What follows belongs to an exercise in optimizing a design on an open flow for small area, a short achievable clock period and few clock cycles; a production flow would make more cautious choices.
RTL that was checked went through simulation tests only; none was proved equivalent to the original.
The RTL of run 3 was laid out without a check of its function.
Power figures rest on the tool's default switching activity, not on a simulated workload.

==> flow/flow/run.sh <==
#!/bin/bash
# Standard layout, with timing repair aimed well below the 15 ns clock period
# (the constraints are unchanged; only repair_timing's setup margin grows).
set -euo pipefail
cd "$(dirname "$0")/.."
export SETUP_SLACK_MARGIN=11
bash standard.sh > standard_make.log 2>&1
==> flow/config.mk <==
export PLATFORM = sky130hd
export DESIGN_NAME = sdr_frame_tx
export DESIGN_NICKNAME = sdr_frame_tx
export VERILOG_FILES = /design/flow/design.v
export SDC_FILE = /design/flow/constraint.sdc
export NUM_CORES = 4
export LEC_CHECK = 0
export CAP_MARGIN = 20
export CORE_MARGIN = 2
export CORE_UTILIZATION = 40
export CTS_CLUSTER_DIAMETER = 70
export CTS_CLUSTER_SIZE = 32
export SLEW_MARGIN = 20
==> flow/design.v <==
module sdr_frame_tx (
    input  wire       clk,
    input  wire       rst,
    input  wire       in_valid,
    output wire       in_ready,
    input  wire [7:0] in_data,
    output wire       out_valid,
    input  wire       out_ready,
    output wire [7:0] out_data,
    output wire       done
);
    localparam [2:0]  T_NONE = 3'd0,    
                      T_TRAIN = 3'd1, T_START = 3'd2, T_DATA = 3'd3,
                      T_PARITY = 3'd4, T_END = 3'd5, T_DONE = 3'd6;
    function automatic [6:0] lfsr8(input [6:0] st);
        integer j;
        reg [6:0] r;
        begin
            r = st;
            for (j = 0; j < 8; j = j + 1)
                r = {r[0] ^ r[4], r[6:1]};
            lfsr8 = r;
        end
    endfunction
    function automatic [6:0] ham_enc(input [3:0] d);
        ham_enc = {d, d[3] ^ d[2] ^ d[0], d[3] ^ d[1] ^ d[0], d[2] ^ d[1] ^ d[0]};
    endfunction
    function automatic [31:0] crc_nib(input [31:0] r0, input [3:0] d);
        integer j;
        reg [31:0] r;
        begin
            r = r0 ^ {28'd0, d};
            for (j = 0; j < 4; j = j + 1)
                r = r[0] ? ((r >> 1) ^ 32'hEDB88320) : (r >> 1);
            crc_nib = r;
        end
    endfunction
    function automatic [7:0] eos_byte(input [3:0] j);
        case (j)
            4'd0, 4'd5: eos_byte = 8'h45;
            4'd1, 4'd6: eos_byte = 8'h4F;
            4'd2, 4'd7: eos_byte = 8'h53;
            4'd3, 4'd8: eos_byte = 8'h00;
            default:    eos_byte = 8'hFF;
        endcase
    endfunction
    reg  [95:0] br_q;      
    reg  [95:0] ar_q;      
    reg  [4:0]  ph_q;      
    reg  [31:0] crc_q;
    reg  [6:0]  ks_q;      
    reg  [5:0]  cur_q;     
    reg  [7:0]  od_q;      
    reg         ov_q;
    reg  [7:0]  sk_q;      
    reg         skv_q;
    reg  [2:0]  ft_q;      
    reg  [2:0]  slot_q;    
    reg  [7:0]  gid_q;
    reg         eosm_q;    
    reg  [3:0]  fill_q;    
    reg         full_q;    
    reg         rdy_q;     
    reg         done_q;
    assign out_valid = ov_q;
    assign out_data  = od_q;
    assign in_ready  = rdy_q;
    assign done      = done_q;
    wire is_d = (ft_q == T_DATA);
    wire is_p = (ft_q == T_PARITY);
    wire pay  = (cur_q >= 6'd23) && (cur_q <= 6'd42);
    wire ring = (cur_q >= 6'd23) && (cur_q <= 6'd46);    
    wire [5:0] pidx = cur_q - 6'd23;
    wire aligned = (ph_q == pidx[4:0]);
    wire ld   = (ft_q != T_DONE) && !(ft_q == T_NONE && cur_q == 6'd20) && !skv_q &&
                (!ring || aligned);
    wire take = in_valid && rdy_q;
    wire main_free = !ov_q || out_ready;
    wire [3:0] onib = (is_d ? br_q[95:92] : 4'd0) | (is_p ? ar_q[95:92] : 4'd0);
    wire [3:0] cnib = ph_q[0] ? ((is_d ? br_q[3:0] : 4'd0) | (is_p ? ar_q[3:0] : 4'd0))
                              : ((is_d ? br_q[91:88] : 4'd0) | (is_p ? ar_q[91:88] : 4'd0));
    wire [31:0] crc_f = ~crc_q;
    wire [7:0]  key   = {ks_q[0], ks_q[1], ks_q[2], ks_q[3], ks_q[4], ks_q[5], ks_q[6],
                         ks_q[0] ^ ks_q[4]};
    wire        scr   = (cur_q >= 6'd20) && (cur_q <= 6'd46);
    reg [7:0] vb;
    always @* begin
        vb = 8'h00;
        if (pay)
            vb = {1'b0, ham_enc(onib)};
        else case (cur_q)
            6'd20: vb = {5'd0, ft_q};
            6'd21: vb = (is_d || is_p) ? gid_q : 8'h00;
            6'd22: vb = {5'd0, is_p, 1'b0, 1'b0} | (is_d ? {5'd0, slot_q} : 8'h00);
            6'd43, 6'd44, 6'd45, 6'd46: vb = crc_f[31:24];
            default: vb = 8'h00;
        endcase
    end
    reg [7:0] fb;
    always @* begin
        if (scr)
            fb = key ^ vb;
        else if (cur_q == 6'd47)
            fb = 8'h00;
        else if (cur_q[5:2] == 4'd4)
            fb = (cur_q[1:0] == 2'd0) ? 8'h1A : (cur_q[1:0] == 2'd1) ? 8'hCF :
                 (cur_q[1:0] == 2'd2) ? 8'hFC : 8'h1D;
        else
            fb = 8'hAA;
    end
    wire upd       = ld && pay && is_d;             
    wire frame_end = ld && (cur_q == 6'd47);
    wire [3:0] ahead = (slot_q != 3'd0) ? ar_q[95:92] : 4'd0;
    always @(posedge clk) begin
        br_q <= {take ? in_data[3:0] : br_q[91:88], br_q[87:0],
                 take ? in_data[7:4] : br_q[95:92]};
        ar_q <= {ar_q[91:0], upd ? ahead ^ br_q[95:92] : ar_q[95:92]};
        crc_q <= (ph_q < 5'd20) ? crc_nib(crc_q, cnib) : {crc_q[23:0], 8'hFF};
        if (ld)
            ks_q <= scr ? lfsr8(ks_q) : 7'h7F;
        if (main_free)
            od_q <= skv_q ? sk_q : fb;
        if (ld && !main_free)
            sk_q <= fb;
    end
    wire [4:0] ph_n   = (ph_q == 5'd23) ? 5'd0 : ph_q + 5'd1;
    wire [3:0] fill_n = take ? ((fill_q == 4'd9) ? 4'd0 : fill_q + 4'd1) : fill_q;
    wire       full_n = take ? (fill_q == 4'd9) : (full_q && !(ld && is_d && cur_q == 6'd46));
    always @(posedge clk) begin
        if (rst) begin
            ph_q   <= 5'd1;      
            cur_q  <= 6'd0;
            ov_q   <= 1'b0;
            ft_q   <= T_TRAIN;
            slot_q <= 3'd0;
            gid_q  <= 8'd1;
            fill_q <= 4'd0;
            full_q <= 1'b0;
            rdy_q  <= 1'b0;
            skv_q  <= 1'b0;
            done_q <= 1'b0;
        end else begin
            ph_q   <= ph_n;
            fill_q <= fill_n;
            full_q <= full_n;
            rdy_q  <= !full_n && (ph_n == {fill_n, 1'b0});
            done_q <= (ft_q == T_DONE) && !ov_q && !skv_q;
            if (main_free)
                ov_q <= skv_q || ld;
            if (skv_q)
                skv_q <= !main_free;
            else
                skv_q <= ld && !main_free;
            if (ld)
                cur_q <= (cur_q == 6'd47) ? 6'd0 : cur_q + 6'd1;
            if (ft_q == T_NONE && full_q) begin
                if (eosm_q)
                    ft_q  <= (slot_q != 3'd0) ? T_PARITY : T_END;
                else
                    ft_q  <= T_DATA;
            end
            if (frame_end) begin
                case (ft_q)
                    T_TRAIN: begin
                        slot_q <= (slot_q == 3'd3) ? 3'd0 : slot_q + 3'd1;
                        if (slot_q == 3'd3) ft_q <= T_START;
                    end
                    T_START: begin
                        slot_q <= (slot_q == 3'd2) ? 3'd0 : slot_q + 3'd1;
                        if (slot_q == 3'd2) ft_q <= T_NONE;
                    end
                    T_DATA: begin
                        slot_q <= slot_q + 3'd1;
                        ft_q   <= (slot_q == 3'd3) ? T_PARITY : T_NONE;
                    end
                    T_PARITY: begin
                        slot_q <= 3'd0;
                        gid_q  <= (gid_q == 8'd255) ? 8'd1 : gid_q + 8'd1;
                        ft_q   <= T_NONE;    
                    end
                    default: begin
                        slot_q <= slot_q + 3'd1;
                        if (slot_q == 3'd2) ft_q <= T_DONE;
                    end
                endcase
            end
        end
    end
    always @(posedge clk)
        if (take)
            eosm_q <= (fill_q == 4'd0 || eosm_q) && (in_data == eos_byte(fill_q));
endmodule
==> flow/constraint.sdc <==
create_clock -name core_clock -period 15.0 [get_ports {clk}]
set_input_delay 3.0000 -clock core_clock [delete_from_list [all_inputs] [get_ports {clk}]]
set_output_delay 3.0000 -clock core_clock [all_outputs]
set_load 0.01 [all_outputs]
==> flow/standard.sh <==
#!/bin/bash
# synth_recipe.tcl (not shown) runs the flow's synth.tcl, then flattens the netlist and writes it again
# the make line also repeats each setting of config.mk as NAME=value (left out here)
make -C /OpenROAD-flow-scripts/flow DESIGN_CONFIG=/design/flow/config.mk WORK_HOME=/design/flow/orfs CLKGATE_MAP_FILE= SYNTH_SCRIPT=/design/flow/synth_recipe.tcl "${@:-finish}"
==> flow_summary.toml, run 1 <==
[status]
run_status = "complete, no violations"

[floorplanning]
die_x_um = 159
core_area_mm2 = 0.0235
fp-row-count = 56
die_area_mm2 = 0.0252
start_util_pct = 40.8
io_pins = 23
die_h_um = 159

[clock_tree]
holdBufCountCts = 0
clk_latency_ps = 500
clock_path_buffers = 3
clock-sinks = 288
clkSlewWorstSetupHoldPaths_ps = 100
cts_buffers = 16
cts_htree_levels = 1
clockRootBuffer = "clkbuf_16"
cts_tree = "yes"

[global_route]
antenna_found_initial = 0
grt_usage_pct = 13.8
grt_max_degree = 54
grt_pass1_vias = 5296
grt_overflow = 0
grt_pass1_wl_mm = 27.8

[layout]
design_area_mm2 = 0.0109
antennaDiodeCount = 0
fillers = 2149
synthToLayoutAreaGrowth_pct = 13.4
nets = 867
final_cell_mix = "dfxtp_1, nand2_1, xnor2_1, a21oi_1, nor2_1"
final_common_cell = "dfxtp_1"
drive_gt1_share_pct = 13.0

[place]
place_congestion = 0.776
placed_area_mm2 = 0.0102
portBuffers = 22
hpwl_mm = 11.0

[min_path]
hold_class = "reg2reg"

[synth]
synth_ff_type = "dfxtp_1"
synth.area.mux_share_pct = 3.14
yosysTopAreaCell = "dfxtp_1"
synth_adder_area_share_pct = 2.35
synth_warnings = 1
synth_area_mm2 = 0.00957
synthTopCellsByArea = "dfxtp_1, edfxtp_1, xnor2_1, xor2_1, a21oi_1"
synth_cells = 816
synth_edf_count = 24
ys_ff_latch = 288
syn-num-nets = 846
synth_top_family_by_area = "simple AND/OR/NAND/NOR gates"
avgSynthCellArea_um2 = 11.7
synth_top_area_share_pct = 55.2
yosys.area_share.simple_pct = 10.5
synth_seq_area_share_pct = 62.8
synth-compound-area-share_pct = 9.79
synthArstFlopShare_pct = 0
synthXorXnorAreaFrac_pct = 9.18
ys_types = 69

[sta]
period_share_pct = 26.7
hold_viol_final = 0
finalSetupTns_ps = 0
rsz0062_at_grt = "yes"
finalSetupViolCount = 0
finClkSkew_ps = 16.6
period_needed_ps = 4010
slew_violations = 0
maxSlewHeadroom_pct = 37.1
fmax_mhz = 250
worst_slew_pin_slew_ps = 936

[critical_path]
worstPathRequired_ps = 12000
cp_top_family = "flip-flops"
worstPathArrival_ps = 1010
slowest_delay_ps = 370
critPathBufInv = 1
crit_type = "reg2out"
crit_path_max_fanout = 1
slowest_stage = "edfxtp_1"
end_kind = "primary output"
cp-start-kind = "flop"
path_cells = "buf_2"

[drt]
first_iter_violations = 278
routed_wl_mm = 16.7
dr.pass1.iters = 4
ant_nets = 0
routedWlPerCell_um = 14.3
vias = 5552
vias_per_cell = 4.77
drc = 0

[job]
cap_violations = 0

[power_and_ir_drop]
irDropWorstVdd_mv = 0.124
leakage_nw = 4.05
power_density_mw_per_mm2 = 162
==> power breakdown <==
group / internal [mW] / switching [mW] / total [mW]
clock network: 0.235 / 0.277 / 0.512
registers: 0.873 / 0.0568 / 0.930
logic: 0.179 / 0.135 / 0.314
total: 1.29 / 0.469 / 1.76
==> path summary, 6_finish.rpt <==
kind	start	end	slack, ps	depth (start not counted)
worst min-delay path	ar_q[50]$_DFF_P_	ar_q[54]$_DFF_P_	330	0
worst min register to register	ar_q[50]$_DFF_P_	ar_q[54]$_DFF_P_	330	0
worst max-delay path	od_q[6]$_DFFE_PN_	out_data[6]	10990	1
worst max register to register	cur_q[0]$_SDFFE_PP0N_	ar_q[0]$_DFF_P_	11640	10
==> layout make-up <==
cell class | count | area (um^2) | area share, %
clock buffers | 18 | 439 | 4.05
clock inverters | 8 | 156 | 1.44
inverters | 21 | 81.3 | 0.750
repair buffers | 35 | 303 | 2.79
flip-flops and latches | 288 | 6010 | 55.4
multi-input cells | 475 | 3460 | 31.9
well taps | 319 | 399 | 3.68
==> cells in the mapped netlist, types with 10 or more instances <==
| library cell | count |
|---|---|
| edfxtp_1 | 24 |
| dfxtp_1 | 264 |
| nor2b_1 | 10 |
| ha_1 | 18 |
| o21ai_0 | 22 |
| xor2_1 | 28 |
| mux2i_1 | 12 |
| mux2_2 | 16 |
| xnor2_1 | 49 |
| nor3_1 | 15 |
| inv_1 | 20 |
| a22oi_1 | 10 |
| nand2_1 | 52 |
| nand2b_1 | 11 |
| clkbuf_1 | 24 |
| nand3_1 | 18 |
| nor2_1 | 48 |
| a21oi_1 | 48 |
==> per-layer routing <==
| metal | global-route usage [%] | wire length [um] | up-vias |
|---|---|---|---|
| met5 | 0 | 0 | - |
| met4 | 2.87 | 266 | 0 |
| met3 | 2.26 | 811 | 14 |
| met2 | 20.2 | 7030 | 91 |
| met1 | 21.4 | 8590 | 2608 |
| li1 | - | - | 2839 |
==> state kept, by name (all words and copies together) (netlist names), 3 cells and up, named ones only <==
name,count
br_q,96
fill_q,4
sk_q,8
od_q,8
gid_q,8
cur_q,6
ar_q,96
ph_q,5
crc_q,32
ft_q,3
ks_q,7
slot_q,3
==> worst register-to-register path, cell delays in order (launching register included) <==
cell,delay [ps]
dfxtp_1,620
inv_1,180
ha_1,420
xnor2_1,180
nand2_1,70
o41a_1,480
nor3_2,140
buf_4,330
nor3b_2,470
mux2i_1,230
o211ai_1,120
==> logic make-up after synthesis <==
group	count (synthesis)
XOR/XNOR	86
AO/OA/AOI/OAI	143
adder cells (fa/ha/maj)	18
multiplexers	28
flip-flops	288
AND/OR/NAND/NOR	200
buffers and inverters	53
==> what timing repair did <==
action | CTS | global route
pin swaps | 3 | 1
buffers inserted | 4 | 2
gates cloned | 0 | 1
setup endpoints to repair | 26 | 16
resized for setup | 59 | 8
==> through the flow <==
stage / instances / power [mW] / worst slack (ps) / utilization [%] / hold slack (ps)
after floorplan: 816 / 1.20 / 10840 / - / 310
after global placement: 1131 / 1.26 / 9930 / 43.3 / 311
after detailed placement: 1131 / 1.26 / 9860 / 43.3 / 312
after CTS: 1161 / 1.78 / 10950 / 45.9 / 329
after global routing: 1164 / 1.85 / 10950 / 46.2 / 335
final: 1164 / 1.76 / 10990 / 46.2 / 330
Testbench counts, summed over its fixed seeds: cycles 32,648.
==> run 2: changes to the inputs <==
--- a/flow/config.mk
+++ b/flow/config.mk
@@ -9,5 +9,5 @@
 export CORE_MARGIN = 2
 export CORE_UTILIZATION = 40
 export CTS_CLUSTER_DIAMETER = 70
-export CTS_CLUSTER_SIZE = 32
+export CTS_CLUSTER_SIZE = 28
 export SLEW_MARGIN = 20
==> run 2 against run 1 <==
Utilization fell by 0.15 points. Global-route usage up 0.18 points. Worst hold slack worse by 6.8 ps. Die area is the same. Sequential cell count stayed put. Sequential share of layout area grew 0.19 points. Clock skew up 4.5 ps. Sequential power hardly changed.
==> flow_summary.toml, run 2 <==
[critical_path]
crit_path_max_fanout = 1
rr_endpoint = "ar_q[0]$_DFF_P_"
path_cells = "buf_2"
crit_type = "reg2out"
reg2regPathDepth = 10
worstPathRequired_ps = 12000
worstPathArrival_ps = 1000
r2r_start = "cur_q[0]$_SDFFE_PP0N_"
cp_top_family = "flip-flops"
end_kind = "primary output"
r2r_slack_ps = 11630
critPathBufInv = 1
cp-start-kind = "flop"
slowest_delay_ps = 370
slowest_stage = "edfxtp_1"

[power_and_ir_drop]
power_density_mw_per_mm2 = 161
leakage_nw = 4.04
irDropWorstVdd_mv = 0.111

[drt]
first_iter_violations = 284
routedWlPerCell_um = 14.4
dr.pass1.iters = 4
vias = 5577
routed_wl_mm = 16.8
vias_per_cell = 4.79
ant_nets = 0
drc = 0

[min_path]
whs_endpoint = "br_q[65]$_DFF_P_"
hp-start = "br_q[61]$_DFF_P_"
hold_class = "reg2reg"
holdPathStages = 0

[synth]
avgSynthCellArea_um2 = 11.7
synthTopCellsByCount = "dfxtp_1, nand2_1, xnor2_1, a21oi_1, nor2_1"
yosysTopAreaCell = "dfxtp_1"
synth_seq_area_share_pct = 62.8
synth_warnings = 1
ys_types = 69
synth_edf_count = 24
synthTopCellsByArea = "dfxtp_1, edfxtp_1, xnor2_1, xor2_1, a21oi_1"
ys_ff_latch = 288
syn-num-nets = 846
synth_cells = 816
synth_top_area_share_pct = 55.2
synth_most_common_cell = "dfxtp_1"
synthArstFlopShare_pct = 0
synth_ff_type = "dfxtp_1"
synth_area_mm2 = 0.00957

[layout]
top_regs = "ar_q: 96 flops, br_q: 96 flops, crc_q: 32 flops"
antennaDiodeCount = 0
design_area_mm2 = 0.0108
final_cell_mix = "dfxtp_1, nand2_1, xnor2_1, a21oi_1, nor2_1"
drive_gt1_share_pct = 13.0
nets = 868
fin_util_pct = 46.1
final_common_cell = "dfxtp_1"
synthToLayoutAreaGrowth_pct = 13.0

[status]
run_status = "complete, no violations"

[sta]
finalSetupTns_ps = 0
period_needed_ps = 4000
fmax_mhz = 250
slew_violations = 0
maxSlewHeadroom_pct = 35.5
hold_viol_final = 0
finClkSkew_ps = 21.1
period_share_pct = 26.7
rsz0062_at_grt = "yes"
finalSetupViolCount = 0
whs_ps = 323
worst_slew_pin_slew_ps = 959

[job]
cap_violations = 0

[place]
placed_area_mm2 = 0.0102
place_congestion = 0.776
hpwl_mm = 11.0
portBuffers = 22

[clock_tree]
clock-sinks = 288
clock_path_buffers = 3
cts_tree = "yes"
clockRootBuffer = "clkbuf_16"
cts_htree_levels = 1
clkSlewWorstSetupHoldPaths_ps = 90
holdBufCountCts = 0
cts_buffers = 17
clk_latency_ps = 510

[floorplanning]
die_x_um = 159
fp-row-count = 56
core_area_mm2 = 0.0235
start_util_pct = 40.8
io_pins = 23
die_area_mm2 = 0.0252
die_h_um = 159

[global_route]
grt_usage_pct = 14.0
antenna_found_initial = 0
grt_overflow = 0
grt_pass1_wl_mm = 28.0
grt_pass1_vias = 5357
grt_max_degree = 54
## run 2: cell counts after synthesis
Identical to the previous run, type by type.
## run 2: area by class of cell
cell class                      count  area [um^2]
Clock inverter                      8          116
Inverter                           21         81.3
Sequential cell                   288         6010
Fill cell                        2162        12700
Clock buffer                       18          439
Multi-Input combinational cell    475         3460
Timing Repair Buffer               35          307
Tap cell                          319          399
## run 2: worst max-delay path by stage
stage | to | depth (start not counted) | start
after CTS | out_data[6] | 1 | od_q[6]$_DFFE_PN_
after global routing | out_data[3] | 1 | od_q[3]$_DFFE_PN_
final | out_data[6] | 1 | od_q[6]$_DFFE_PN_
after detailed placement | flop | 9 | in_valid
after global placement | flop | 9 | in_valid
after floorplan | flop | 7 | in_valid
## run 2: stage by stage
stage | setup WS [ps] | std cells | total power [mW]
after floorplan | 10840 | 816 | 1.20
after detailed placement | 9860 | 1131 | 1.26
after global routing | 10950 | 1164 | 1.83
after global placement | 9930 | 1131 | 1.26
after CTS | 10970 | 1162 | 1.77
final | 11000 | 1164 | 1.74
## run 2: cells by family after synthesis
kind of cell,share of synthesized area (%)
simple gates,10.5
xor+xnor,9.18
mux,3.14
flops,62.8
compound gates,9.79
buf+inv,2.26
fa+ha+maj,2.35
## run 2: repair_timing
action                     in CTS  in global routing
buffers inserted                4                  2
setup endpoints to repair      26                 16
pin swaps                       3                  1
resized for setup              60                  7
gates cloned                    1                  0
## run 2: power breakdown
part / internal [mW] / total [mW] / switching, mW
logic: 0.179 / 0.313 / 0.134
registers: 0.873 / 0.930 / 0.0572
clock network: 0.240 / 0.498 / 0.258
## run 2: metal layers
metal  up-vias  routed length (um)  GRT usage, %
met5         -                   0             0
met4         0                 255          3.26
met3        23                 815          2.37
met2        96                7000          20.4
met1      2612                8740          21.5
li1       2846                   -             -
==> run 3: changes to the inputs <==
--- a/flow/design.v
+++ b/flow/design.v
@@ -52,8 +52,6 @@
     reg  [5:0]  cur_q;     
     reg  [7:0]  od_q;      
     reg         ov_q;
-    reg  [7:0]  sk_q;      
-    reg         skv_q;
     reg  [2:0]  ft_q;      
     reg  [2:0]  slot_q;    
     reg  [7:0]  gid_q;
@@ -72,10 +70,11 @@
     wire ring = (cur_q >= 6'd23) && (cur_q <= 6'd46);    
     wire [5:0] pidx = cur_q - 6'd23;
     wire aligned = (ph_q == pidx[4:0]);
-    wire ld   = (ft_q != T_DONE) && !(ft_q == T_NONE && cur_q == 6'd20) && !skv_q &&
+    wire can  = (ft_q != T_DONE) && !(ft_q == T_NONE && cur_q == 6'd20) &&
                 (!ring || aligned);
+    wire main_free = !ov_q || out_ready;
+    wire ld   = can && main_free;
     wire take = in_valid && rdy_q;
-    wire main_free = !ov_q || out_ready;
     wire [3:0] onib = (is_d ? br_q[95:92] : 4'd0) | (is_p ? ar_q[95:92] : 4'd0);
     wire [3:0] cnib = ph_q[0] ? ((is_d ? br_q[3:0] : 4'd0) | (is_p ? ar_q[3:0] : 4'd0))
                               : ((is_d ? br_q[91:88] : 4'd0) | (is_p ? ar_q[91:88] : 4'd0));
@@ -118,10 +117,8 @@
         crc_q <= (ph_q < 5'd20) ? crc_nib(crc_q, cnib) : {crc_q[23:0], 8'hFF};
         if (ld)
             ks_q <= scr ? lfsr8(ks_q) : 7'h7F;
-        if (main_free)
-            od_q <= skv_q ? sk_q : fb;
-        if (ld && !main_free)
-            sk_q <= fb;
+        if (ld)
+            od_q <= fb;
     end
     wire [4:0] ph_n   = (ph_q == 5'd23) ? 5'd0 : ph_q + 5'd1;
     wire [3:0] fill_n = take ? ((fill_q == 4'd9) ? 4'd0 : fill_q + 4'd1) : fill_q;
@@ -137,20 +134,15 @@
             fill_q <= 4'd0;
             full_q <= 1'b0;
             rdy_q  <= 1'b0;
-            skv_q  <= 1'b0;
             done_q <= 1'b0;
         end else begin
             ph_q   <= ph_n;
             fill_q <= fill_n;
             full_q <= full_n;
             rdy_q  <= !full_n && (ph_n == {fill_n, 1'b0});
-            done_q <= (ft_q == T_DONE) && !ov_q && !skv_q;
+            done_q <= (ft_q == T_DONE) && !ov_q;
             if (main_free)
-                ov_q <= skv_q || ld;
-            if (skv_q)
-                skv_q <= !main_free;
-            else
-                skv_q <= ld && !main_free;
+                ov_q <= ld;
             if (ld)
                 cur_q <= (cur_q == 6'd47) ? 6'd0 : cur_q + 6'd1;
             if (ft_q == T_NONE && full_q) begin
==> run 3 against run 2 <==
Register-to-register slack about the same. Sequential cell count down 9. Worst hold slack gained 3.6 ps. Setup slack got worse by 47 ps. Cell area shrank 1.6%. Sequential power decreased by 3.4%. Non-clock buffer count increased by 5. Routed wire length is essentially flat. Final cell count about the same. Fmax fell by 1.2%. Highest routed layer is now met5.
==> flow_summary.toml, run 3 <==
[layout]
synthToLayoutAreaGrowth_pct = 13.3
seq_area_mm2 = 0.00575
fillers = 2157
final_cell_mix = "dfxtp_1, a21oi_1, nor2_1, nand2_1, xnor2_1"
top_regs = "ar_q: 96 flops, br_q: 96 flops, crc_q: 32 flops"
antennaDiodeCount = 0
drive_gt1_share_pct = 14.5
multi_input_area_mm2 = 0.00361
final_common_cell = "dfxtp_1"
nets = 867

[job]
cap_violations = 0

[floorplanning]
start_util_pct = 40.4
die_x_um = 157
die_h_um = 157
core_area_mm2 = 0.0233
io_pins = 23
fp-row-count = 56
die_area_mm2 = 0.0247

[power_and_ir_drop]
leakage_nw = 3.96
clkPwrFrac_pct = 27.3
sequentialPowerShare_pct = 53.5
comb_power_share_pct = 19.1
switchingPower_mw = 0.437
swShare_pct = 26.1
irDropWorstVdd_mv = 0.0999
p_int_mw = 1.24
p_total_mw = 1.68
power_density_mw_per_mm2 = 158

[sta]
whs_ps = 327
finalSetupViolCount = 0
period_needed_ps = 4050
fmax_mhz = 247
finalSetupTns_ps = 0
worst_slew_pin_slew_ps = 770
slew_violations = 0
rsz0062_at_grt = "yes"
period_share_pct = 27.0
hold_viol_final = 0
maxSlewHeadroom_pct = 48.6
finClkSkew_ps = 18.9

[clock_tree]
clockRootBuffer = "clkbuf_16"
clock-sinks = 279
cts_buffers = 15
clock_path_buffers = 3
cts_tree = "yes"
clk_latency_ps = 500
clkSlewWorstSetupHoldPaths_ps = 110
holdBufCountCts = 0
cts_htree_levels = 1

[global_route]
grt_overflow = 0
grt_usage_pct = 13.9
grt_pass1_wl_mm = 27.6
grt_max_degree = 53
grt_pass1_vias = 5208
antenna_found_initial = 1

[synth]
yosysTopAreaCell = "dfxtp_1"
synth_edf_count = 16
synth_area_mm2 = 0.00939
synth_most_common_cell = "dfxtp_1"
synth_ff_type = "dfxtp_1"
synth_cells = 814
synthTopCellsByCount = "dfxtp_1, a21oi_1, nor2_1, nand2_1, xnor2_1"
ys_ff_latch = 279
synthArstFlopShare_pct = 0
ys_types = 74
synthTopCellsByArea = "dfxtp_1, edfxtp_1, xnor2_1, a21oi_1, xor2_1"
syn-num-nets = 843
synth_top_area_share_pct = 56.1
avgSynthCellArea_um2 = 11.5
synth_seq_area_share_pct = 61.2
synth_warnings = 1

[min_path]
hp-start = "br_q[60]$_DFF_P_"
hold_class = "reg2reg"

[critical_path]
worstPathRequired_ps = 15400
crit_type = "in2reg"
crit_start = "in_valid"
cp-start-kind = "input pin"
end_kind = "flop"
r2r_start = "ft_q[0]$_SDFF_PP1_"
worstPathArrival_ps = 4450
crit_path_max_fanout = 3

[drt]
dr.pass1.iters = 5
vias_per_cell = 4.77
vias = 5544
routedWlPerCell_um = 14.5
first_iter_violations = 320
drc = 0
ant_nets = 0
routed_wl_mm = 16.8

[place]
place_congestion = 0.775
hpwl_mm = 11.0
portBuffers = 22

[status]
run_status = "complete, no violations"
run 3: what timing repair did:
action | in CTS | in global routing
endpoints found under the hold margin | 0 | 0
gates resized for setup | 70 | 6
setup buffers | 10 | 2
pin swaps | 9 | 2
cloned | 2 | 0
endpoints found under the setup margin | 56 | 15
run 3: kinds of logic (layout without fill, tap and decap cells):
kind of cell               Yosys count  after routing  share of synthesized area [%]
DFF                                279            279                           61.2
and+or+nand+nor                    201            201                           11.0
AOI/OAI and AO/OA                  169            170                           11.9
xor gates and xnor gates            74             74                           8.51
buffers and inverters               51             80                           2.42
muxes                               23             23                           2.65
adders and majority gates           17             17                           2.27
run 3: final timing paths:
| kind | end | slack, ps | depth (start not counted) |
|---|---|---|---|
| setup / recovery | flop | 10950 | 13 |
| hold / removal | br_q[64]$_DFF_P_ | 330 | 0 |
| setup reg to reg | crc_q[21]$_DFF_P_ | 11630 | 7 |
| hold reg to reg | br_q[64]$_DFF_P_ | 330 | 0 |
run 3: routing by layer:
layer | track usage (%) | routed length (um) | part of all wire [%]
met1 | 19.6 | 8240 | 49
met2 | 22.0 | 7570 | 45
met3 | 2.64 | 680 | 4.0
met4 | 3.42 | 316 | 1.9
met5 | 0 | 9 | 0.054
run 3: per-stage QoR:
step           std cells  setup slack (ps)  utilization (%)  area (um^2)
4_1_cts             1161             10970             45.6        10600
3_3_place_gp        1126              9770             43.0        10000
5_1_grt             1163             10840             45.7        10600
6_report            1163             10950             45.7        10600
2_1_floorplan        814             10640                -         9530
3_5_place_dp        1126              9760             43.0        10000
run 3: cell type report:
type                       instances  share of cell area, %
timing repair buffer              40                   3.18
inverter                          17                  0.600
clock buffer                      17                   3.60
clock inverter                     6                  0.917
tap                              319                   3.75
multi-input combinational        485                   33.9
sequential                       279                   54.1
run 3: critical path: stages:
cell      delay (ps)
buf_4            140
nand3_4           80
nor3_2            60
a21oi_4          180
nor2_4            60
inv_2             80
ha_4             140
nand3_2           70
o21ai_2           80
a21oi_1           50
a211oi_1         230
a31oi_1           60
or2_4            220
run 3: power by group through the flow:
stage / Clock, mW / Combinational [mW] / Sequential (mW)
floorplan: 0 / 0.273 / 0.897
global placement: 0 / 0.315 / 0.915
detailed placement: 0 / 0.318 / 0.916
CTS: 0.474 / 0.326 / 0.900
global route: 0.494 / 0.360 / 0.908
finish: 0.458 / 0.321 / 0.898
==> run 4: changes to the inputs <==
--- a/flow/design.v
+++ b/flow/design.v
@@ -36,13 +36,10 @@
         end
     endfunction
     function automatic [7:0] eos_byte(input [3:0] j);
-        case (j)
-            4'd0, 4'd5: eos_byte = 8'h45;
-            4'd1, 4'd6: eos_byte = 8'h4F;
-            4'd2, 4'd7: eos_byte = 8'h53;
-            4'd3, 4'd8: eos_byte = 8'h00;
-            default:    eos_byte = 8'hFF;
-        endcase
+        eos_byte = (j == 4'd0 || j == 4'd5) ? 8'h45 :
+                   (j == 4'd1 || j == 4'd6) ? 8'h4F :
+                   (j == 4'd2 || j == 4'd7) ? 8'h53 :
+                   (j == 4'd3 || j == 4'd8) ? 8'h00 : 8'hFF;
     endfunction
     reg  [95:0] br_q;      
     reg  [95:0] ar_q;      
@@ -54,7 +51,7 @@
     reg         ov_q;
     reg  [2:0]  ft_q;      
     reg  [2:0]  slot_q;    
-    reg  [7:0]  gid_q;
+    reg         gini_q;    
     reg         eosm_q;    
     reg  [3:0]  fill_q;    
     reg         full_q;    
@@ -68,10 +65,11 @@
     wire is_p = (ft_q == T_PARITY);
     wire pay  = (cur_q >= 6'd23) && (cur_q <= 6'd42);
     wire ring = (cur_q >= 6'd23) && (cur_q <= 6'd46);    
-    wire [5:0] pidx = cur_q - 6'd23;
+    wire [5:0] pidx = (cur_q >= 6'd23) ? cur_q - 6'd23 : cur_q + 6'd1;
     wire aligned = (ph_q == pidx[4:0]);
+    wire [7:0] gid = br_q[95:88];     
     wire can  = (ft_q != T_DONE) && !(ft_q == T_NONE && cur_q == 6'd20) &&
-                (!ring || aligned);
+                (cur_q < 6'd21 || cur_q > 6'd46 || aligned);
     wire main_free = !ov_q || out_ready;
     wire ld   = can && main_free;
     wire take = in_valid && rdy_q;
@@ -81,7 +79,6 @@
     wire [31:0] crc_f = ~crc_q;
     wire [7:0]  key   = {ks_q[0], ks_q[1], ks_q[2], ks_q[3], ks_q[4], ks_q[5], ks_q[6],
                          ks_q[0] ^ ks_q[4]};
-    wire        scr   = (cur_q >= 6'd20) && (cur_q <= 6'd46);
     reg [7:0] vb;
     always @* begin
         vb = 8'h00;
@@ -89,7 +86,7 @@
             vb = {1'b0, ham_enc(onib)};
         else case (cur_q)
             6'd20: vb = {5'd0, ft_q};
-            6'd21: vb = (is_d || is_p) ? gid_q : 8'h00;
+            6'd21: vb = (is_d || is_p) ? gid : 8'h00;
             6'd22: vb = {5'd0, is_p, 1'b0, 1'b0} | (is_d ? {5'd0, slot_q} : 8'h00);
             6'd43, 6'd44, 6'd45, 6'd46: vb = crc_f[31:24];
             default: vb = 8'h00;
@@ -97,8 +94,14 @@
     end
     reg [7:0] fb;
     always @* begin
-        if (scr)
+        if (ring)
             fb = key ^ vb;
+        else if (cur_q == 6'd20)
+            fb = 8'hFE ^ vb;
+        else if (cur_q == 6'd21)
+            fb = 8'h3B ^ vb;
+        else if (cur_q == 6'd22)
+            fb = 8'h14 ^ vb;
         else if (cur_q == 6'd47)
             fb = 8'h00;
         else if (cur_q[5:2] == 4'd4)
@@ -109,14 +112,15 @@
     end
     wire upd       = ld && pay && is_d;             
     wire frame_end = ld && (cur_q == 6'd47);
+    wire       gw    = (ph_q == 5'd22) && (gini_q || (ld && is_p && cur_q == 6'd21));
+    wire [7:0] gid_w = (gini_q || gid == 8'd255) ? 8'd1 : gid + 8'd1;
     wire [3:0] ahead = (slot_q != 3'd0) ? ar_q[95:92] : 4'd0;
     always @(posedge clk) begin
-        br_q <= {take ? in_data[3:0] : br_q[91:88], br_q[87:0],
-                 take ? in_data[7:4] : br_q[95:92]};
+        br_q <= {take ? in_data[3:0] : gw ? gid_w[3:0] : br_q[91:88], br_q[87:0],
+                 take ? in_data[7:4] : gw ? gid_w[7:4] : br_q[95:92]};
         ar_q <= {ar_q[91:0], upd ? ahead ^ br_q[95:92] : ar_q[95:92]};
         crc_q <= (ph_q < 5'd20) ? crc_nib(crc_q, cnib) : {crc_q[23:0], 8'hFF};
-        if (ld)
-            ks_q <= scr ? lfsr8(ks_q) : 7'h7F;
+        ks_q <= (ph_q == 5'd23) ? 7'h7D : lfsr8(ks_q);
         if (ld)
             od_q <= fb;
     end
@@ -130,13 +134,15 @@
             ov_q   <= 1'b0;
             ft_q   <= T_TRAIN;
             slot_q <= 3'd0;
-            gid_q  <= 8'd1;
+            gini_q <= 1'b1;
             fill_q <= 4'd0;
             full_q <= 1'b0;
             rdy_q  <= 1'b0;
             done_q <= 1'b0;
         end else begin
             ph_q   <= ph_n;
+            if (ph_q == 5'd22)
+                gini_q <= 1'b0;
             fill_q <= fill_n;
             full_q <= full_n;
             rdy_q  <= !full_n && (ph_n == {fill_n, 1'b0});
@@ -167,7 +173,6 @@
                     end
                     T_PARITY: begin
                         slot_q <= 3'd0;
-                        gid_q  <= (gid_q == 8'd255) ? 8'd1 : gid_q + 8'd1;
                         ft_q   <= T_NONE;    
                     end
                     default: begin
==> flow/flow/run.sh (replaced) <==
#!/bin/bash
# Standard layout (standard.sh's make command), with two changes that keep the
# constraints as they are:
#  - synthesis maps the logic with an area-oriented ABC script (area.abc);
#  - timing repair aims well below the 15 ns clock period (setup margin 11 ns).
set -euo pipefail
cd "$(dirname "$0")/.."
W=$(pwd)
export SETUP_SLACK_MARGIN=11
export AREA_ABC_SCRIPT=$W/flow/area.abc
export FLOW_SYNTH_TCL=$W/synth_recipe.tcl
sed "s#SYNTH_SCRIPT=[^ ]*synth_recipe.tcl#SYNTH_SCRIPT=$W/flow/area_synth.tcl#" standard.sh > area_standard.sh
grep -q "SYNTH_SCRIPT=$W/flow/area_synth.tcl" area_standard.sh
bash area_standard.sh > standard_make.log 2>&1
==> flow/flow/area.abc (new file) <==
&get -n
&st
&dch
&nf -R 1000 -p
&put
==> flow/flow/area_synth.tcl (new file) <==
# The standard flow's synthesis (synth_recipe.tcl, sourced unchanged), with only the ABC
# mapping script replaced by an area-oriented one (flow/area.abc). The
# registers, their names and cell types come out as in the standard
# synthesis; only the combinational mapping differs.
proc abc {args} {
  set i [lsearch $args -script]
  if {$i >= 0} {
    set args [lreplace $args [expr {$i + 1}] [expr {$i + 1}] $::env(AREA_ABC_SCRIPT)]
  }
  yosys abc {*}$args
}
source $::env(FLOW_SYNTH_TCL)
--- a/flow/config.mk
+++ b/flow/config.mk
@@ -7,7 +7,7 @@
 export LEC_CHECK = 0
 export CAP_MARGIN = 20
 export CORE_MARGIN = 2
-export CORE_UTILIZATION = 40
+export CORE_UTILIZATION = 65
 export CTS_CLUSTER_DIAMETER = 70
 export CTS_CLUSTER_SIZE = 28
 export SLEW_MARGIN = 20
==> run 4 against run 3 <==
Area after synthesis is 11% lower. Non-clock buffer count unchanged. Sequential power barely moved. Register-to-register slack got worse by 250 ps. Cell area down 11%. Setup slack improved by 45 ps. Critical path depth down 12. Combinational power up 12%. Via count up 1.5%. Sequential share of layout area up 3.2 points. Global-route usage is 13 points higher. Critical path type is now reg2out.
==> flow_summary.toml, run 4 <==
[drt]
vias = 5627
ant_nets = 0
dr.pass1.iters = 5
vias_per_cell = 5.69
routedWlPerCell_um = 18.4
first_iter_violations = 610
routed_wl_mm = 18.2
drc = 0

[sta]
fmax_mhz = 250
period_needed_ps = 4000
finalSetupTns_ps = 0
worst_slew_pin_slew_ps = 1050
maxSlewHeadroom_pct = 30.0
finClkSkew_ps = 28.9
rsz0062_at_grt = "yes"
period_share_pct = 26.7
layout_setup_ws_ps = 11000
whs_ps = 321
slew_violations = 0
hold_viol_final = 0
finalSetupViolCount = 0

[layout]
drive_gt1_share_pct = 8.45
nets = 840
design_area_mm2 = 0.00947
synthToLayoutAreaGrowth_pct = 12.9
final_cell_mix = "dfxtp_1, nor2_1, a21oi_1, nand2_1, xnor2_1"
multi_input_area_mm2 = 0.00305
top_regs = "ar_q: 96 flops, br_q: 96 flops, crc_q: 32 flops"
final_cells = 989
fillers = 857
final_common_cell = "dfxtp_1"
antennaDiodeCount = 0
seq_area_mm2 = 0.00542
fin_util_pct = 75.0

[critical_path]
cp_top_family = "flip-flops"
crit_type = "reg2out"
worstPathArrival_ps = 1000
worstPathRequired_ps = 12000
path_cells = "buf_2"
critPathBufInv = 1
cp-start-kind = "flop"
slowest_delay_ps = 380
crit_path_max_fanout = 1
end_kind = "primary output"
slowest_stage = "edfxtp_1"

[synth]
syn-num-nets = 782
ys_types = 45
synth_seq_area_share_pct = 64.6
synth_cells = 756
synth_ff_type = "dfxtp_1"
synth_most_common_cell = "dfxtp_1"
synthArstFlopShare_pct = 0
avgSynthCellArea_um2 = 11.1
synthTopCellsByArea = "dfxtp_1, xnor2_1, a21oi_1, xor2_1, nor2_1"
synthTopCellsByCount = "dfxtp_1, nor2_1, a21oi_1, nand2_1, xnor2_1"
synth_top_area_share_pct = 61.4
yosysTopAreaCell = "dfxtp_1"
synth_edf_count = 9
synth_warnings = 1
synth_area_mm2 = 0.00838
ys_ff_latch = 266

[floorplanning]
core_area_mm2 = 0.0126
io_pins = 23
die_area_mm2 = 0.0138
die_h_um = 118
die_x_um = 118
fp-row-count = 41
start_util_pct = 66.4

[place]
place_congestion = 0.906
dp_cells = 956
portBuffers = 22
placed_area_mm2 = 0.00896
hpwl_mm = 11.5
pre_cts_slack_ps = 10090

[job]
cap_violations = 0

[power_and_ir_drop]
p_total_mw = 1.67
leakage_nw = 3.60
irDropWorstVdd_mv = 0.158
power_density_mw_per_mm2 = 176

[global_route]
grt_pass1_vias = 5594
grt_max_degree = 53
antenna_found_initial = 0
grt_usage_pct = 27.0
grt_pass1_wl_mm = 30.1
grt_overflow = 0

[clock_tree]
clock-sinks = 266
cts_htree_levels = 1
clk_latency_ps = 500
cts_tree = "yes"
holdBufCountCts = 0
cts_buffers = 14
clock_path_buffers = 3
clockRootBuffer = "clkbuf_16"
clkSlewWorstSetupHoldPaths_ps = 110

[status]
run_status = "complete, no violations"

[min_path]
hold_class = "reg2reg"
run 4: per-layer routing:
layer / wire length, um / vias up / part of all wire [%] / track usage (%)
met5: 0 / - / 0 / 0
met4: 433 / 0 / 2.4 / 7.00
met3: 771 / 36 / 4.2 / 3.29
met2: 8890 / 183 / 49 / 45.4
met1: 8150 / 2681 / 45 / 37.4
li1: - / 2727 / - / -
run 4: logic make-up after synthesis:
kind of cell             count (synthesis)  synth area share, %
AND/OR/NAND/NOR                        204                 11.1
adder cells (fa/ha/maj)                 14                 2.09
buffers and inverters                   15                0.672
XOR/XNOR                                84                 8.78
multiplexers                             6                0.776
AO/OA/AOI/OAI                          167                 12.0
flip-flops                             266                 64.6
run 4: power by group:
part	total, mW	switching [mW]	internal (mW)
clock network	0.411	0.231	0.180
registers	0.895	0.0762	0.819
logic	0.361	0.194	0.167
run 4: path summary, 6_finish.rpt:
kind | start | to | slack (ps) | depth (start not counted)
hold reg to reg | br_q[61]$_DFF_P_ | br_q[65]$_DFF_P_ | 320 | 0
setup reg to reg | ft_q[2]$_SDFF_PP0_ | crc_q[19]$_DFF_P_ | 11380 | 9
setup / recovery | od_q[4]$_DFFE_PN_ | out_data[4] | 11000 | 1
hold / removal | br_q[61]$_DFF_P_ | br_q[65]$_DFF_P_ | 320 | 0
run 4: cell type report:
| type | instances | share of cell area, % |
|---|---|---|
| sequential | 266 | 57.3 |
| multi-input combinational | 477 | 32.2 |
| clock buffer | 15 | 3.74 |
| timing repair buffer | 40 | 3.09 |
| tap | 172 | 2.27 |
| inverter | 15 | 0.740 |
| clock inverter | 4 | 0.687 |
run 4: timing repair:
item,CTS,global route
resized for setup,48,10
setup buffers,10,2
setup endpoints to repair,36,18
pin swaps,7,3
gates cloned,2,0
Testbench counts of run 4, summed over its fixed seeds: cycles 32,648.
==> run 5: changes to the inputs <==
--- a/flow/design.v
+++ b/flow/design.v
@@ -121,7 +121,9 @@
         ar_q <= {ar_q[91:0], upd ? ahead ^ br_q[95:92] : ar_q[95:92]};
         crc_q <= (ph_q < 5'd20) ? crc_nib(crc_q, cnib) : {crc_q[23:0], 8'hFF};
         ks_q <= (ph_q == 5'd23) ? 7'h7D : lfsr8(ks_q);
-        if (ld)
+        if (rst)
+            od_q <= 8'h00;
+        else if (ld)
             od_q <= fb;
     end
     wire [4:0] ph_n   = (ph_q == 5'd23) ? 5'd0 : ph_q + 5'd1;
--- a/flow/config.mk
+++ b/flow/config.mk
@@ -7,7 +7,7 @@
 export LEC_CHECK = 0
 export CAP_MARGIN = 20
 export CORE_MARGIN = 2
-export CORE_UTILIZATION = 65
+export CORE_UTILIZATION = 75
 export CTS_CLUSTER_DIAMETER = 70
 export CTS_CLUSTER_SIZE = 28
 export SLEW_MARGIN = 20
==> run 5 against run 4 <==
Sequential power rose by 2%. Area after synthesis grew 0.31%. Cell area increased by 1.2%. Sequential share of layout area down 1.4 points. Combinational power rose by 19%. Clock-buffer cell count decreased by 1. Total power grew 4.0%. Synthesized cell count up 1.7%. Clock skew shrank 9.7 ps. First-iteration DRC count grew 78%. Sequential cell count stayed put. Critical path type unchanged.
==> flow_summary.toml, run 5 <==
[synth]
yosysTopAreaCell = "dfxtp_1"
synthTopCellsByCount = "dfxtp_1, nor2_1, nand2_1, a21oi_1, xnor2_1"
ys_types = 45
ys_ff_latch = 266
synth_seq_area_share_pct = 63.5
synthTopCellsByArea = "dfxtp_1, xnor2_1, a21oi_1, nor2_1, xor2_1"
synth_cells = 769
syn-num-nets = 795
synth_top_area_share_pct = 63.1
synth_area_mm2 = 0.00841
synth_ff_type = "dfxtp_1"
synth_most_common_cell = "dfxtp_1"
synthArstFlopShare_pct = 0
synth_warnings = 1
avgSynthCellArea_um2 = 10.9
synth_edf_count = 1

[critical_path]
r2r_start = "cur_q[1]$_SDFFE_PP0N_"
worstPathRequired_ps = 12000
cp_top_family = "flip-flops"
crit_type = "reg2out"
path_cells = "buf_6"
slowest_delay_ps = 340
r2r_slack_ps = 11290
end_kind = "primary output"
cp-start-kind = "flop"
worstPathArrival_ps = 1010
crit_start = "od_q[1]$_SDFFE_PP0N_"
slowest_stage = "dfxtp_2"
critPathBufInv = 1
crit_path_max_fanout = 2

[power_and_ir_drop]
irDropWorstVdd_mv = 0.184
leakage_nw = 3.67
clkPwrFrac_pct = 22.8
switchingPower_mw = 0.571
comb_power_share_pct = 24.7
p_int_mw = 1.16
power_density_mw_per_mm2 = 181
sequentialPowerShare_pct = 52.5
swShare_pct = 32.9

[floorplanning]
io_pins = 23
die_h_um = 110
die_x_um = 110
die_area_mm2 = 0.0121
start_util_pct = 77.2
core_area_mm2 = 0.0109
fp-row-count = 38

[job]
cap_violations = 0

[sta]
rsz0062_at_grt = "yes"
slew_violations = 0
period_needed_ps = 4010
finalSetupTns_ps = 0
finClkSkew_ps = 19.2
worst_slew_pin_slew_ps = 850
maxSlewHeadroom_pct = 43.0
period_share_pct = 26.7
finalSetupViolCount = 0
fmax_mhz = 249
layout_setup_ws_ps = 10990
hold_viol_final = 0

[clock_tree]
clk_latency_ps = 550
cts_buffers = 14
clockRootBuffer = "clkbuf_8"
clock-sinks = 266
cts_htree_levels = 1
clock_path_buffers = 3
clkSlewWorstSetupHoldPaths_ps = 110
cts_tree = "yes"
holdBufCountCts = 0

[global_route]
grt_pass1_wl_mm = 33.5
grt_usage_pct = 37.2
grt_max_degree = 53
antenna_found_initial = 1
grt_overflow = 0
grt_pass1_vias = 5942

[layout]
top_regs = "ar_q: 96 flops, br_q: 96 flops, crc_q: 32 flops"
nets = 855
final_common_cell = "dfxtp_1"
synthToLayoutAreaGrowth_pct = 13.9
final_cell_mix = "dfxtp_1, nor2_1, nand2_1, xnor2_1, a21oi_1"
fillers = 402
drive_gt1_share_pct = 11.1

[min_path]
hp-start = "ar_q[56]$_DFF_P_"
hold_class = "reg2reg"

[drt]
vias = 6361
vias_per_cell = 6.54
routed_wl_mm = 22.2
ant_nets = 0
routedWlPerCell_um = 22.8
dr.pass1.iters = 9
first_iter_violations = 1083
drc = 0

[place]
portBuffers = 22
pre_cts_slack_ps = 10070
place_congestion = 0.957
hpwl_mm = 12.0

[status]
run_status = "complete, no violations"
-- run 5: changes by cell type after synthesis, sizes merged, moves of 3 or more --
cell	change
nor2b	+3
nor3b	+3
o21ai	+8
dfxtp	+8
a21oi	-7
xor2	-4
clkinv	-4
xnor2	+4
a22oi	+3
edfxtp	-8
o211ai	+4
-- run 5: cell type report --
cell class | instances | area [um^2] | area share (%)
sequential | 266 | 5350 | 55.8
multi-input combinational | 493 | 3220 | 33.6
timing repair buffer | 43 | 403 | 4.21
clock buffer | 14 | 317 | 3.30
tap | 140 | 175 | 1.83
clock inverter | 5 | 67.6 | 0.705
inverter | 11 | 46.3 | 0.483
antenna | 1 | 2.50 | 0.0261
-- run 5: path summary, 6_finish.rpt --
check,end,cells after the start
hold / removal,ar_q[60]$_DFF_P_,0
setup reg to reg,br_q[0]$_DFF_P_,17
setup / recovery,out_data[1],1
hold reg to reg,ar_q[60]$_DFF_P_,0
-- run 5: stage by stage --
| step | hold WS (ps) | instances | utilization [%] | area (um^2) | power [mW] |
|---|---|---|---|---|---|
| 2_1_floorplan | 310 | 769 | - | 8460 | 1.16 |
| 3_3_place_gp | 310 | 937 | 81.8 | 8910 | 1.23 |
| 3_5_place_dp | 312 | 937 | 81.8 | 8910 | 1.27 |
| 4_1_cts | 327 | 969 | 87.0 | 9470 | 1.70 |
| 5_1_grt | 337 | 972 | 88.0 | 9580 | 1.78 |
| 6_report | 322 | 973 | 88.0 | 9580 | 1.73 |
-- run 5: logic make-up (layout without fill, tap and decap cells) --
logic type / count (synthesis) / in the layout / synth area share (%)
AND/OR/NAND/NOR: 212 / 213 / 11.6
buffers and inverters: 11 / 73 / 0.491
XOR/XNOR: 84 / 84 / 8.75
AO/OA/AOI/OAI: 174 / 174 / 12.6
other: 0 / 1 / 0
adder cells (fa/ha/maj): 14 / 14 / 2.08
multiplexers: 8 / 8 / 1.03
flip-flops: 266 / 266 / 63.5
-- run 5: power by group through the flow --
| stage | Combinational, mW | Sequential (mW) | Clock, mW |
|---|---|---|---|
| after global placement | 0.330 | 0.898 | 0 |
| after CTS | 0.400 | 0.901 | 0.394 |
| final | 0.429 | 0.910 | 0.395 |
| after floorplan | 0.281 | 0.881 | 0 |
| after global routing | 0.453 | 0.913 | 0.414 |
| after detailed placement | 0.366 | 0.907 | 0 |
-- run 5: timing repair --
| action | 4_1_cts | 5_1_grt |
|---|---|---|
| resized for setup | 76 | 19 |
| setup buffers | 12 | 3 |
| endpoints found under the setup margin | 33 | 19 |
| cloned | 1 | 0 |
| pin swaps | 8 | 3 |
-- run 5: per-layer routing --
layer  vias up  track usage [%]  wire [um]
li1       2773                -          -
met4         0             18.9       1430
met3       150             7.41       2040
met2       497             61.0      10300
met1      2941             46.7       8370
met5         -                0          0
Testbench counts of run 5, summed over its fixed seeds: cycles 32,648.
==> run 6: changes to the inputs <==
--- a/flow/flow/run.sh
+++ b/flow/flow/run.sh
@@ -7,6 +7,7 @@
 cd "$(dirname "$0")/.."
 W=$(pwd)
 export SETUP_SLACK_MARGIN=11
+export BUFFER_PORTS_ARGS="-buffer_cell sky130_fd_sc_hd__buf_1"
 export AREA_ABC_SCRIPT=$W/flow/area.abc
 export FLOW_SYNTH_TCL=$W/synth_recipe.tcl
 sed "s#SYNTH_SCRIPT=[^ ]*synth_recipe.tcl#SYNTH_SCRIPT=$W/flow/area_synth.tcl#" standard.sh > area_standard.sh
--- a/flow/config.mk
+++ b/flow/config.mk
@@ -7,7 +7,7 @@
 export LEC_CHECK = 0
 export CAP_MARGIN = 20
 export CORE_MARGIN = 2
-export CORE_UTILIZATION = 75
+export CORE_UTILIZATION = 65
 export CTS_CLUSTER_DIAMETER = 70
 export CTS_CLUSTER_SIZE = 28
 export SLEW_MARGIN = 20
==> run 6 against run 5 <==
Setup slack better by 32 ps. Utilization down 14 points. Via count down 12%. Sequential power down 2.3%. Combinational power down 17%. Synthesized cell count unchanged. Global-route usage down 13 points.
==> flow_summary.toml, run 6 <==
[power_and_ir_drop]
leakage_nw = 3.54
irDropWorstVdd_mv = 0.141
power_density_mw_per_mm2 = 177

[sta]
finalSetupViolCount = 0
period_needed_ps = 3980
period_share_pct = 26.5
maxSlewHeadroom_pct = 37.9
worst_slew_pin_slew_ps = 928
finalSetupTns_ps = 0
whs_ps = 326
slew_violations = 0
fmax_mhz = 251
finClkSkew_ps = 20.8
rsz0062_at_grt = "yes"
hold_viol_final = 0

[drt]
ant_nets = 0
routedWlPerCell_um = 16.7
vias = 5597
dr.pass1.iters = 6
first_iter_violations = 540
vias_per_cell = 5.63
routed_wl_mm = 16.7
drc = 0

[layout]
top_regs = "ar_q: 96 flops, br_q: 96 flops, crc_q: 32 flops"
final_cell_mix = "dfxtp_1, nor2_1, nand2_1, a21oi_1, xnor2_1"
synthToLayoutAreaGrowth_pct = 10.7
nets = 845
drive_gt1_share_pct = 6.32
fillers = 872
antennaDiodeCount = 0
final_common_cell = "dfxtp_1"

[clock_tree]
cts_tree = "yes"
clock-sinks = 266
clk_latency_ps = 490
clock_path_buffers = 3
cts_buffers = 14
holdBufCountCts = 0
cts_htree_levels = 1
clkSlewWorstSetupHoldPaths_ps = 100
clockRootBuffer = "clkbuf_16"

[synth]
synth.area.mux_share_pct = 1.03
synth_seq_area_share_pct = 63.5
synth_most_common_cell = "dfxtp_1"
synth-compound-area-share_pct = 12.6
synth_adder_area_share_pct = 2.08
synth_area_mm2 = 0.00841
synthTopCellsByArea = "dfxtp_1, xnor2_1, a21oi_1, nor2_1, xor2_1"
avgSynthCellArea_um2 = 10.9
yosysTopAreaCell = "dfxtp_1"
synth_top_area_share_pct = 63.1
synthArstFlopShare_pct = 0
synth_edf_count = 1
ys_types = 45
synth_ff_type = "dfxtp_1"
synthXorXnorAreaFrac_pct = 8.75
synthTopCellsByCount = "dfxtp_1, nor2_1, nand2_1, a21oi_1, xnor2_1"
ys_ff_latch = 266
yosys.area_share.simple_pct = 11.6
syn-num-nets = 795
synth_warnings = 1
synth_cells = 769
synth_top_family_by_area = "compound AO/OA/AOI/OAI gates"

[critical_path]
slowest_delay_ps = 380
worstPathRequired_ps = 12000
crit_path_max_fanout = 3
cp-start-kind = "flop"
path_cells = "buf_6"
end_kind = "primary output"
reg2regPathDepth = 15
slowest_stage = "dfxtp_2"
cp_top_family = "flip-flops"
critPathBufInv = 1
r2r_slack_ps = 11320
worstPathArrival_ps = 980
cp_num_cells = 1
crit_type = "reg2out"

[global_route]
grt_pass1_vias = 5486
grt_pass1_wl_mm = 27.7
grt_overflow = 0
grt_max_degree = 53
grt_usage_pct = 24.4
antenna_found_initial = 0

[floorplanning]
fp-row-count = 41
core_area_mm2 = 0.0126
start_util_pct = 66.6
io_pins = 23
die_area_mm2 = 0.0139
die_x_um = 118
die_h_um = 118

[job]
cap_violations = 0

[place]
portBuffers = 22
place_congestion = 0.887
hpwl_mm = 10.9

[min_path]
holdPathStages = 0
hold_class = "reg2reg"

[status]
run_status = "complete, no violations"
## run 6: changes by cell type in the layout (fill, tap and decap cells not counted), moves of 3 or more
cell,previous run,this run
nor4_1,3,6
clkbuf_16,11,14
clkdlybuf4s50_1,9,0
dfxtp_1,254,263
a21oi_1,48,56
buf_4,19,11
clkbuf_8,3,0
dfxtp_2,11,2
clkbuf_2,1,5
buf_6,10,2
buf_1,0,15
a21oi_2,7,0
## run 6: path summary, 6_finish.rpt
| check | from | endpoint |
|---|---|---|
| setup / recovery | ov_q$_SDFFE_PP0N_ | out_valid |
| hold reg to reg | ar_q[72]$_DFF_P_ | ar_q[76]$_DFF_P_ |
| setup reg to reg | cur_q[0]$_SDFFE_PP0N_ | br_q[2]$_DFF_P_ |
| hold / removal | ar_q[72]$_DFF_P_ | ar_q[76]$_DFF_P_ |
## run 6: stage by stage
| step | instance area, um^2 | worst slack [ps] | cells | total power [mW] | util (%) |
|---|---|---|---|---|---|
| 6_report | 9310 | 11020 | 995 | 1.65 | 73.8 |
| 5_1_grt | 9310 | 10980 | 995 | 1.73 | 73.8 |
| 4_1_cts | 9270 | 10970 | 992 | 1.65 | 73.4 |
| 3_5_place_dp | 8830 | 10500 | 971 | 1.25 | 70.0 |
| 3_3_place_gp | 8830 | 10570 | 971 | 1.23 | 70.0 |
| 2_1_floorplan | 8460 | 10800 | 769 | 1.16 | - |
## run 6: repair_timing
action / 4_1_cts / 5_1_grt
cloned: 1 / 0
pin swaps: 0 / 0
setup endpoints to repair: 4 / 8
buffers inserted: 0 / 3
resized for setup: 3 / 9
hold endpoints to repair: 0 / 0
## run 6: routing by layer
metal | global-route usage [%] | vias up | wire, um | part of all wire, %
met5 | 0 | - | 0 | 0
met4 | 5.87 | 0 | 274 | 1.6
met3 | 3.54 | 30 | 705 | 4.2
met2 | 42.0 | 155 | 8180 | 49
met1 | 32.6 | 2657 | 7490 | 45
li1 | - | 2755 | - | -
## run 6: cell families after synthesis
family	count (synthesis)
flip-flops	266
AND/OR/NAND/NOR	212
AO/OA/AOI/OAI	174
XOR/XNOR	84
adder cells (fa/ha/maj)	14
buffers and inverters	11
multiplexers	8
## run 6: final cells by class
cell class / instances / area (um^2) / area share [%]
timing repair buffer: 33 / 186 / 2.00
multi-input combinational: 493 / 3100 / 33.3
inverter: 11 / 46.3 / 0.497
sequential: 266 / 5340 / 57.3
clock buffer: 14 / 350 / 3.76
tap: 172 / 215 / 2.31
clock inverter: 6 / 71.3 / 0.766
## run 6: where the power goes
group | internal (mW) | switching, mW | total (mW)
Combinational | 0.180 | 0.176 | 0.356
Sequential | 0.818 | 0.0712 | 0.889
Clock | 0.179 | 0.224 | 0.403
==> run 7: changes to the inputs <==
--- a/flow/flow/run.sh
+++ b/flow/flow/run.sh
@@ -7,7 +7,6 @@
 cd "$(dirname "$0")/.."
 W=$(pwd)
 export SETUP_SLACK_MARGIN=11
-export BUFFER_PORTS_ARGS="-buffer_cell sky130_fd_sc_hd__buf_1"
 export AREA_ABC_SCRIPT=$W/flow/area.abc
 export FLOW_SYNTH_TCL=$W/synth_recipe.tcl
 sed "s#SYNTH_SCRIPT=[^ ]*synth_recipe.tcl#SYNTH_SCRIPT=$W/flow/area_synth.tcl#" standard.sh > area_standard.sh
==> flow/flow/area.abc (replaced) <==
&get -n
&st
&dch
&nf -R 1000 -p -E 100
&put
==> run 7 against run 6 <==
Synthesized cell count shrank 0.52%. Clock skew shrank 7.7 ps. Non-clock buffer count grew 4. Largest cell class unchanged. Sequential power grew 0.4%. Cell area grew 2.3%. Global-route usage grew 1.1 points. Utilization grew 1.7 points. Clock-buffer cell count grew 2. Fmax grew 0.20%. Via count grew 2.1%. Setup slack gained 7.9 ps. Still clean on timing, DRC and antenna.
==> flow_summary.toml, run 7 <==
[critical_path]
worstPathArrival_ps = 4300
path_cells = "dlygate4sd2_1 -> nand2b_4 -> and3_4 -> nand2_1 -> a2111oi_1 -> a211oi_1"
slowest_stage = "a2111oi_1"
crit_start = "out_ready"
crit_path_max_fanout = 8
r2r_start = "cur_q[0]$_SDFFE_PP0N_"
critPathBufInv = 1
cp_top_family = "compound AO/OA/AOI/OAI gates"
reg2regPathDepth = 13
slowest_delay_ps = 470
cp_num_cells = 6
worstPathRequired_ps = 15330
crit_type = "in2reg"
cp-start-kind = "input pin"
end_kind = "flop"

[global_route]
grt_pass1_wl_mm = 28.9
grt_pass1_vias = 5625
grt_overflow = 0
grt_max_degree = 53
antenna_found_initial = 1
grt_usage_pct = 25.5

[power_and_ir_drop]
leakage_nw = 3.67
irDropWorstVdd_mv = 0.150
power_density_mw_per_mm2 = 179

[synth]
synthTopCellsByArea = "dfxtp_1, xnor2_1, xor2_1, a21oi_1, nor2_1"
ys_types = 45
synth_seq_area_share_pct = 63.5
synth_area_mm2 = 0.00840
avgSynthCellArea_um2 = 11.0
synthArstFlopShare_pct = 0
synth_ff_type = "dfxtp_1"
synth_most_common_cell = "dfxtp_1"
ys_ff_latch = 266
yosysTopAreaCell = "dfxtp_1"
synth_cells = 765
syn-num-nets = 791
synthTopCellsByCount = "dfxtp_1, nor2_1, nand2_1, a21oi_1, xnor2_1"
synth_top_area_share_pct = 63.2
synth_warnings = 1
synth_edf_count = 1

[layout]
final_common_cell = "dfxtp_1"
final_cell_mix = "dfxtp_1, nor2_1, nand2_1, a21oi_1, xnor2_1"
fillers = 881
nets = 846
final_cells = 997
synthToLayoutAreaGrowth_pct = 13.4
seq_area_mm2 = 0.00535
top_regs = "ar_q: 96 flops, br_q: 96 flops, crc_q: 32 flops"
antennaDiodeCount = 0
drive_gt1_share_pct = 9.70
multi_input_area_mm2 = 0.00313

[drt]
routedWlPerCell_um = 17.5
routed_wl_mm = 17.5
ant_nets = 0
vias_per_cell = 5.73
drc = 0
dr.pass1.iters = 7
vias = 5713
first_iter_violations = 594

[sta]
period_share_pct = 26.5
period_needed_ps = 3970
rsz0062_at_grt = "yes"
fmax_mhz = 252
finalSetupViolCount = 0
hold_viol_final = 0
finClkSkew_ps = 13.2
finalSetupTns_ps = 0
worst_slew_pin_slew_ps = 1010
maxSlewHeadroom_pct = 32.1
slew_violations = 0

[floorplanning]
start_util_pct = 66.5
core_area_mm2 = 0.0126
fp-row-count = 41
io_pins = 23
die_x_um = 118
die_area_mm2 = 0.0138
die_h_um = 118

[clock_tree]
clock-sinks = 266
clk_latency_ps = 480
clockRootBuffer = "clkbuf_16"
clock_path_buffers = 3
cts_buffers = 15
cts_htree_levels = 1
clkSlewWorstSetupHoldPaths_ps = 100
cts_tree = "yes"

[job]
cap_violations = 0

[status]
run_status = "complete, no violations"

[min_path]
hold_class = "reg2reg"
hp-start = "br_q[30]$_DFF_P_"
holdPathStages = 0

[place]
place_congestion = 0.909
portBuffers = 22
dp_cells = 963
hpwl_mm = 10.8
[run 7: changes by cell type in the layout (fill, tap and decap cells not counted), moves of 5 or more]
cell / change
buf_1: -15
o21ai_0: -15
buf_2: +12
xnor2_1: -10
clkdlybuf4s50_1: +8
dfxtp_1: -8
dfxtp_2: +8
a221oi_1: +5
a311oi_1: +5
clkbuf_2: -5
xor2_1: +5
[run 7: routing by layer]
metal | wire, um | track usage, % | share of wire, % | vias to the layer above
li1 | - | - | - | 2769
met1 | 7710 | 34.9 | 44 | 2697
met2 | 8330 | 42.1 | 48 | 206
met3 | 1030 | 4.31 | 5.9 | 41
met4 | 417 | 6.85 | 2.4 | 0
met5 | 0 | 0 | 0 | -
[run 7: layout make-up]
class,count,area share [%]
Tap cell,172,2.26
Clock buffer,16,4.20
Sequential cell,266,56.2
Clock inverter,6,0.893
Timing Repair Buffer,37,2.96
Inverter,14,0.696
Multi-Input combinational cell,486,32.8
[run 7: worst paths after layout]
check,endpoint,slack (ps)
hold / removal,br_q[34]$_DFF_P_,330
setup reg to reg,od_q[0]$_SDFFE_PP0N_,11390
hold reg to reg,br_q[34]$_DFF_P_,330
setup / recovery,ft_q[1]$_SDFF_PP0_,11030
[run 7: logic make-up after synthesis]
group           after synthesis  synth area share [%]
buf+inv                      14                 0.626
simple gates                213                  11.6
fa+ha+maj                    14                  2.09
flops                       266                  63.5
xor+xnor                     81                  8.45
compound gates              170                  12.8
mux                           7                 0.909
[run 7: timing repair]
item | CTS | global route
gates resized for setup | 72 | 3
pin swaps | 12 | 0
setup endpoints to repair | 34 | 3
buffers inserted | 11 | 0
hold buffers | 0 | 0
gates cloned | 1 | 0
[run 7: metrics by stage]
stage | cell area, um^2 | total power [mW] | hold slack (ps) | worst slack [ps] | utilization, %
final | 9520 | 1.70 | 325 | 11030 | 75.5
after CTS | 9500 | 1.71 | 321 | 11060 | 75.3
after floorplan | 8440 | 1.16 | 310 | 10670 | -
after detailed placement | 8910 | 1.25 | 312 | 10030 | 70.6
after global placement | 8910 | 1.23 | 310 | 10090 | 70.6
after global routing | 9520 | 1.79 | 337 | 10880 | 75.5
[run 7: where the power goes]
group	switching, mW	total [mW]	internal, mW
logic	0.191	0.365	0.174
clock network	0.241	0.447	0.206
registers	0.0741	0.893	0.818
total	0.506	1.70	1.20
[run 7: worst reg2reg max path, delay by kind of cell, from the launching register on]
family,cells,cell delay (ps)
simple gates,1,70
fa+ha+maj,1,330
compound gates,10,2280
buf+inv,1,210
flops,1,570

## what the ideal ports hide
The flow's constraints put no driver on any port. The routed layouts listed below were extracted and timed again, unchanged, in two steps.
Step 1: set_driving_cell puts a clkbuf_16 on clk and a buf_2 on each other input, an assumption about the parent block.
Step 2 times the ports against the registers' clock, not the clock port: input delays grow and output delays shrink by t, the midpoint of the rising clock arrivals with the driver on.
a / b / c = ideal ports / drivers / drivers and shift; a / b = the first two.
| run | t, ns | setup WS [ns] | hold WS [ns] | slew at the worst register clock pin (ns) | worst data-port slew with drivers (ns) |
|---|---|---|---|---|---|
| run 1 | 0.542 | 10.993 / 10.946 / 10.549 | 0.330 / 0.330 / 0.330 | 0.11 / 0.11 | 0.04 |
| run 2 | 0.544 | 10.997 / 10.951 / 10.546 | 0.323 / 0.323 / 0.323 | 0.10 / 0.10 | 0.04 |
| run 3 | 0.534 | 10.950 / 10.950 / 10.437 | 0.327 / 0.327 / 0.327 | 0.11 / 0.11 | 0.08 |
| run 4 | 0.534 | 10.995 / 10.951 / 10.613 | 0.321 / 0.321 / 0.321 | 0.11 / 0.11 | 0.04 |
| run 5 | 0.581 | 10.991 / 10.956 / 10.517 | 0.322 / 0.322 / 0.322 | 0.11 / 0.11 | 0.05 |
| run 6 | 0.522 | 11.023 / 10.981 / 10.610 | 0.326 / 0.326 / 0.326 | 0.10 / 0.10 | 0.03 |
| run 7 | 0.524 | 11.031 / 11.015 / 10.523 | 0.325 / 0.325 / 0.325 | 0.11 / 0.11 | 0.04 |
After both steps setup and hold are still met in every run listed. The setup slack of run 3, which loses most, moves by 0.000 ns with the drivers and by -0.513 ns with both steps.
